Background: an optimization exercise with open tools, aiming at a short achievable clock period and few clock cycles. Do not read the settings as production practice.
In this exercise RTL edits were held to simulation tests only and were not proved equivalent to the original.
No activity file was given, so power comes from the tool's default toggle rates.

==> fjord: inputs <==
// rast1
module rast1 (
    input             clk,
    input             rst,
    input             host_valid,
    input             host_we,
    input      [2:0]  host_addr,       
    input      [31:0] host_wdata,
    output reg        host_ready,
    output reg [31:0] host_rdata,
    output reg        mem_valid,
    output reg        mem_we,
    output reg [31:0] mem_addr,
    output reg [7:0]  mem_wdata,
    input             mem_ready,
    input      [7:0]  mem_rdata,
    input             mem_err
);
make LEC_CHECK=0 ABC_CLOCK_PERIOD_IN_PS=3000 CAP_MARGIN=20 CORE_MARGIN=2 CORE_UTILIZATION=40 PLACE_DENSITY=0.6 SETUP_SLACK_MARGIN=5 SLEW_MARGIN=20 TNS_END_PERCENT=100 finish   # period 10.0 ns
run.sh (not shown) runs the stock make flow with config.mk's settings and CLKGATE_MAP_FILE= SYNTH_SCRIPT=/design/flow/synth_recipe.tcl, a recipe that flattens the netlist after the stock synthesis.
==> indigo: changes against fjord <==
==> flow/flow/run.sh (new file) <==
#!/bin/bash
set -euo pipefail
bash standard.sh SETUP_SLACK_MARGIN=6.5 finish > flow_make.log 2>&1
==> flow/standard.sh (new file) <==
#!/bin/bash
# synth_recipe.tcl (not shown) runs the flow's synth.tcl, then flattens the netlist and writes it again
# the make line also repeats each setting of config.mk as NAME=value (left out here)
make -C /OpenROAD-flow-scripts/flow DESIGN_CONFIG=/design/flow/config.mk WORK_HOME=/design/flow/orfs CLKGATE_MAP_FILE= SYNTH_SCRIPT=/design/flow/synth_recipe.tcl "${@:-finish}"
Settings changed: SETUP_SLACK_MARGIN 5 to not set.
removed: flow/run.sh
==> summary of the runs <==
In synthesized cell count, indigo and fjord do not differ. Of indigo and fjord, indigo has the higher wire length (gap about 2.4%, measured against fjord). In fjord the global-route usage is lower than in indigo, by 0.53 points. In fjord the final cell count is smaller than in indigo, by 1.8%. Of fjord and indigo, indigo has the higher core utilization (gap 1.7 points). In die area, indigo and fjord do not differ. Of fjord and indigo, fjord has the higher clock power (gap about 0.7%, measured against indigo).
==> figures <==
quantity                                             indigo        fjord
Met2 wirelength from detailed routing                118 mm       118 mm
Buffers and inverters on the worst path                   4            2
Setup slack at placement                            4760 ps      4460 ps
Run status                         timing/DRC/antenna clean  timing/DRC/antenna clean
GR Layer Usage met2                                   43.4%        43.4%
Routed wirelength normalized by instance count      25.5 um      25.3 um
Area of all placed cells without fillers        0.0844 mm^2  0.0813 mm^2
P_int                                               9590 uW      9650 uW
Largest vdd supply drop                              176 uV       196 uV
Footprint of the flip-flops and latches         0.0313 mm^2  0.0312 mm^2
Crit path launch type                              register    input pin
Final wirelength                                     267 mm       261 mm
Multi-input gate area                           0.0398 mm^2  0.0384 mm^2
Vias after detailed routing                           61.7k        60.4k
Worst hold-check slack                               316 ps       310 ps
Testbench counts of fjord, summed over its fixed seeds: cycles 174,630.
Testbench counts of indigo, summed over its fixed seeds: cycles 174,630.

==> inputs of run P <==
Another version of the RTL of rast1 (not shown whole).
Settings: LEC_CHECK=0, ABC_CLOCK_PERIOD_IN_PS=3000, CAP_MARGIN=30, CORE_MARGIN=2, CORE_UTILIZATION=40, PLACE_DENSITY=0.6, SLEW_MARGIN=30, TNS_END_PERCENT=100; clock period 10.0 ns.
standard.sh (not shown) runs the stock make flow with config.mk's settings and CLKGATE_MAP_FILE= SYNTH_SCRIPT=/design/flow/synth_recipe.tcl, a recipe that flattens the netlist after the stock synthesis.
==> flow/flow/run.sh <==
#!/bin/bash
set -euo pipefail
bash standard.sh SETUP_SLACK_MARGIN=6.7 finish > flow_make.log 2>&1
==> run A: changes against run P <==
--- a/flow/design.v
+++ b/flow/design.v
@@ -204,13 +204,16 @@
     reg [31:0] bmn;             
     reg [31:0] s;               
     reg [31:0] fq;              
     reg [31:0] ab_a, ab_b;      
     reg [31:0] ab_a2, ab_b2;    
     reg        sset;
-    reg        sprd;            
+    reg        sprd;
+    reg [31:0] q_addr;
+    reg        q_we;
+    reg [7:0]  q_wdata;            
     reg [6:0]  bc, bcinit;      
     reg        bcz, bcinitz;
     reg [7:0]  mkA, mkB;
     reg        fullA, fullB;
     reg [7:0]  sp_a, sp_b;      
     reg [31:0] F1, F2;
@@ -244,13 +247,13 @@
     wire [7:0]  wf_a   = (n1 && !tg) ? ab8c[63:56] : ab_a[31:24];
     wire [7:0]  wf_b   = (n1 && !tg) ? ab8c[31:24] : ab_b[31:24];
     wire [7:0]  w_first = (wf_fb & wf_a) | (~wf_fb & wf_b);
     wire [7:0]  w_next  = (fq[31:24] & ab_a[31:24]) | (~fq[31:24] & ab_b[31:24]);
     wire [7:0]  w_rmw   = (mem_rdata & sp_a) | (~mem_rdata & sp_b);
     wire [7:0]  sfill   = sset ? 8'hFF : 8'h00;
-    wire [31:0] addr_inc = mem_addr + 32'd1;
+    wire [31:0] addr_inc = q_addr + 32'd1;
     wire        xfer     = run && mem_ready;
     reg  [31:0] fq_w;
     always @(*) begin
         fq_w = fq;
         case (bi)
             2'd0: fq_w[31:24] = mem_rdata;
@@ -258,12 +261,15 @@
             2'd2: fq_w[15:8]  = mem_rdata;
             default: fq_w[7:0] = mem_rdata;
         endcase
     end
     always @(posedge clk) begin
         begin
+            mem_addr  <= q_addr;
+            mem_we    <= q_we;
+            mem_wdata <= q_wdata;
             case (host_addr)
                 3'd0:    host_rdata <= fb_base;
                 3'd1:    host_rdata <= bm_base;
                 3'd2:    host_rdata <= arg0;
                 3'd3:    host_rdata <= arg1;
                 3'd4:    host_rdata <= cmd;
@@ -275,17 +281,19 @@
             if (ax != 2'd3) ax <= ax + 2'd1;
             ay    <= 1'b1;
             first <= 1'b0;
             if (!run) begin
                 blit      <= d_blit;
                 first     <= 1'b1;
-                mem_we    <= !d_blit && h_sg[0];
+                q_we    <= !d_blit && h_sg[0]; mem_we <= !d_blit && h_sg[0];
                 sprd      <= !h_sg[0];
+                q_addr    <= d_blit ? (d_w2 ? y1_bm2 : d_w1 ? y1_bm1 : y1_bm0) :
+                             d_hl ? y1_ah : y1_ax;
                 mem_addr  <= d_blit ? (d_w2 ? y1_bm2 : d_w1 ? y1_bm1 : y1_bm0) :
                              d_hl ? y1_ah : y1_ax;
-                mem_wdata <= h_set ? 8'hFF : 8'h00;
+                q_wdata <= h_set ? 8'hFF : 8'h00; mem_wdata <= h_set ? 8'hFF : 8'h00;
                 sset      <= h_set;
                 bc        <= h_sg[23:17];
                 bcinit    <= h_sg[23:17];
                 bcz       <= h_sg[25];
                 bcinitz   <= h_sg[25];
                 mkA       <= h_sg[16:9];
@@ -361,35 +369,35 @@
                         host_ready <= 1'b1;
                         mem_valid  <= 1'b0;
                         run        <= 1'b0;
                     end else if (!blit) begin
                         if (sprd) begin
                             sprd      <= 1'b0;
-                            mem_we    <= 1'b1;
-                            mem_wdata <= w_rmw;
+                            q_we    <= 1'b1; mem_we <= 1'b1;
+                            q_wdata <= w_rmw; mem_wdata <= w_rmw;
                         end else if (!bcz) begin
-                            mem_addr  <= addr_inc;
+                            q_addr  <= addr_inc; mem_addr <= addr_inc;
                             bc        <= bc - 7'd1;
                             bcz       <= (bc == 7'd1);
-                            mem_we    <= (bc == 7'd1) ? fullB : 1'b1;
+                            q_we    <= (bc == 7'd1) ? fullB : 1'b1; mem_we <= (bc == 7'd1) ? fullB : 1'b1;
                             sprd      <= (bc == 7'd1) && !fullB;
                             sp_a      <= sset ? 8'hFF : ~mkB;
                             sp_b      <= sset ? mkB : 8'h00;
-                            mem_wdata <= sfill;
+                            q_wdata <= sfill; mem_wdata <= sfill;
                         end else if (!rz) begin
-                            mem_addr  <= rA80;
+                            q_addr  <= rA80; mem_addr <= rA80;
                             rA80      <= rA80 + 32'd80;
                             rr        <= rr - 9'd1;
                             rz        <= (rr == 9'd1);
                             bc        <= bcinit;
                             bcz       <= bcinitz;
-                            mem_we    <= fullA;
+                            q_we    <= fullA; mem_we <= fullA;
                             sprd      <= !fullA;
                             sp_a      <= sset ? 8'hFF : ~mkA;
                             sp_b      <= sset ? mkA : 8'h00;
-                            mem_wdata <= sfill;
+                            q_wdata <= sfill; mem_wdata <= sfill;
                         end else begin
                             status     <= 8'h00;
                             host_ready <= 1'b1;
                             mem_valid  <= 1'b0;
                             run        <= 1'b0;
                         end
@@ -403,64 +411,64 @@
                                     default: s[7:0] <= mem_rdata;
                                 endcase
                                 bmn <= addr_inc;
                                 if (!bz) begin
                                     bi       <= bi + 2'd1;
                                     bz       <= (bi + 2'd1 == nb1);
-                                    mem_addr <= addr_inc;
+                                    q_addr <= addr_inc; mem_addr <= addr_inc;
                                 end else begin
                                     bi       <= 2'd0;
                                     bz       <= n1;
                                     ph       <= PH_RD;
-                                    mem_addr <= ws;
+                                    q_addr <= ws; mem_addr <= ws;
                                 end
                             end
                             PH_RD: begin
                                 if (!bz) begin
                                     fq       <= fq_w;
                                     bi       <= bi + 2'd1;
                                     bz       <= (bi + 2'd1 == nb1);
-                                    mem_addr <= addr_inc;
+                                    q_addr <= addr_inc; mem_addr <= addr_inc;
                                 end else begin
                                     fq        <= fq_w << 8;
                                     ab_a      <= ab_a << 8;
                                     ab_b      <= ab_b << 8;
                                     bi        <= 2'd0;
                                     bz        <= n1;
                                     ph        <= PH_WR;
-                                    mem_we    <= 1'b1;
-                                    mem_addr  <= ws;
-                                    mem_wdata <= w_first;
+                                    q_we    <= 1'b1; mem_we <= 1'b1;
+                                    q_addr  <= ws; mem_addr <= ws;
+                                    q_wdata <= w_first; mem_wdata <= w_first;
                                 end
                             end
                             default: begin   
                                 fq   <= fq << 8;
                                 ab_a <= ab_a << 8;
                                 ab_b <= ab_b << 8;
                                 if (!bz) begin
                                     bi        <= bi + 2'd1;
                                     bz        <= (bi + 2'd1 == nb1);
-                                    mem_addr  <= addr_inc;
-                                    mem_wdata <= w_next;
+                                    q_addr  <= addr_inc; mem_addr <= addr_inc;
+                                    q_wdata <= w_next; mem_wdata <= w_next;
                                 end else if (!tg && two) begin
                                     bi       <= 2'd0;
                                     bz       <= n1;
                                     tg       <= 1'b1;
                                     ph       <= PH_RD;
-                                    mem_we   <= 1'b0;
-                                    mem_addr <= addr_inc;
+                                    q_we   <= 1'b0; mem_we <= 1'b0;
+                                    q_addr <= addr_inc; mem_addr <= addr_inc;
                                     ws       <= addr_inc;
                                     ab_a     <= ab_a2;
                                     ab_b     <= ab_b2;
                                 end else if (!rz) begin
                                     bi       <= 2'd0;
                                     bz       <= n1;
                                     tg       <= 1'b0;
                                     ph       <= PH_BM;
-                                    mem_we   <= 1'b0;
-                                    mem_addr <= bmn;
+                                    q_we   <= 1'b0; mem_we <= 1'b0;
+                                    q_addr <= bmn; mem_addr <= bmn;
                                     ws       <= rA80;
                                     rA80     <= rA80 + 32'd80;
                                     rr       <= rr - 9'd1;
                                     rz       <= (rr == 9'd1);
                                 end else begin
                                     status     <= 8'h00;
@@ -480,12 +488,15 @@
             arg0       <= 32'd0;
             arg1       <= 32'd0;
             a1_y80     <= 15'd0;
             a1_negy    <= 17'd0;
             a1_yh      <= 18'd0;
             cmd        <= 32'd0;
+            q_addr     <= 32'd0;
+            q_we       <= 1'b0;
+            q_wdata    <= 8'd0;
             status     <= 8'd0;
             run        <= 1'b0;
             host_ready <= 1'b0;
             mem_valid  <= 1'b0;
             ax         <= 2'd0;
             ay         <= 1'b0;
--- a/flow/config.mk
+++ b/flow/config.mk
@@ -5,10 +5,10 @@
 export SDC_FILE = /design/flow/constraint.sdc
 export NUM_CORES = 4
 export LEC_CHECK = 0
 export ABC_CLOCK_PERIOD_IN_PS = 3000
 export CAP_MARGIN = 30
 export CORE_MARGIN = 2
-export CORE_UTILIZATION = 40
-export PLACE_DENSITY = 0.6
+export CORE_UTILIZATION = 65
+export PLACE_DENSITY = 0.8
 export SLEW_MARGIN = 30
 export TNS_END_PERCENT = 100
==> run notes <==
- Between run P and run A, the lower design area is in run P (gap 0.24%, measured against run A).
- Of run A and run P, run A has the higher first-iteration DRC count (gap about 50%, measured against run P).
- Of run P and run A, run A has the higher core utilization (gap 28 points).
- Against run P, the total power of run A is larger by about 1.1%.
- Clock power: run P is larger than run A (about 2%).
- Sequential power: run A is larger than run P (about 2%).
- In run A the routed wire length is higher than in run P, by about 1.2%.
- In run A the critical path depth is higher than in run P, by 9.
- Worst hold slack: run A is higher than run P (0.0086 ns).
Testbench counts of run P, summed over its fixed seeds: cycles 174,630.
Testbench counts of run A, summed over its fixed seeds: cycles 174,630.

afterwards: timing with drivers on the ports:
No port has a modelled driver above. Below, the same layouts with a new extraction and two added sets of constraints. Step 1 assumes that a clkbuf_16 drives the clock port and a buf_2 every other input. Step 2 times the ports against the registers' clock, not the clock port: input delays grow and output delays shrink by t, the midpoint of the rising clock arrivals with the driver on. Slacks: ideal ports / drivers / drivers and shift; pairs: ideal ports / drivers.
run	t (ns)	slack for setup (ns)	latest minus earliest clock arrival (ns)	cell pins on the clock port's net
fjord	0.845	5.233 / 5.224 / 4.380	0.058 / 0.057	1
indigo	0.884	6.427 / 6.390 / 5.592	0.044 / 0.044	1
run P	0.901	6.426 / 6.336 / 5.673	0.071 / 0.072	1
run A	0.877	6.551 / 6.537 / 5.659	0.048 / 0.049	1
After both steps every run listed still meets setup and hold. For run A, which loses most, drivers alone change the setup slack by -0.014 ns; drivers and shift together by -0.892 ns.
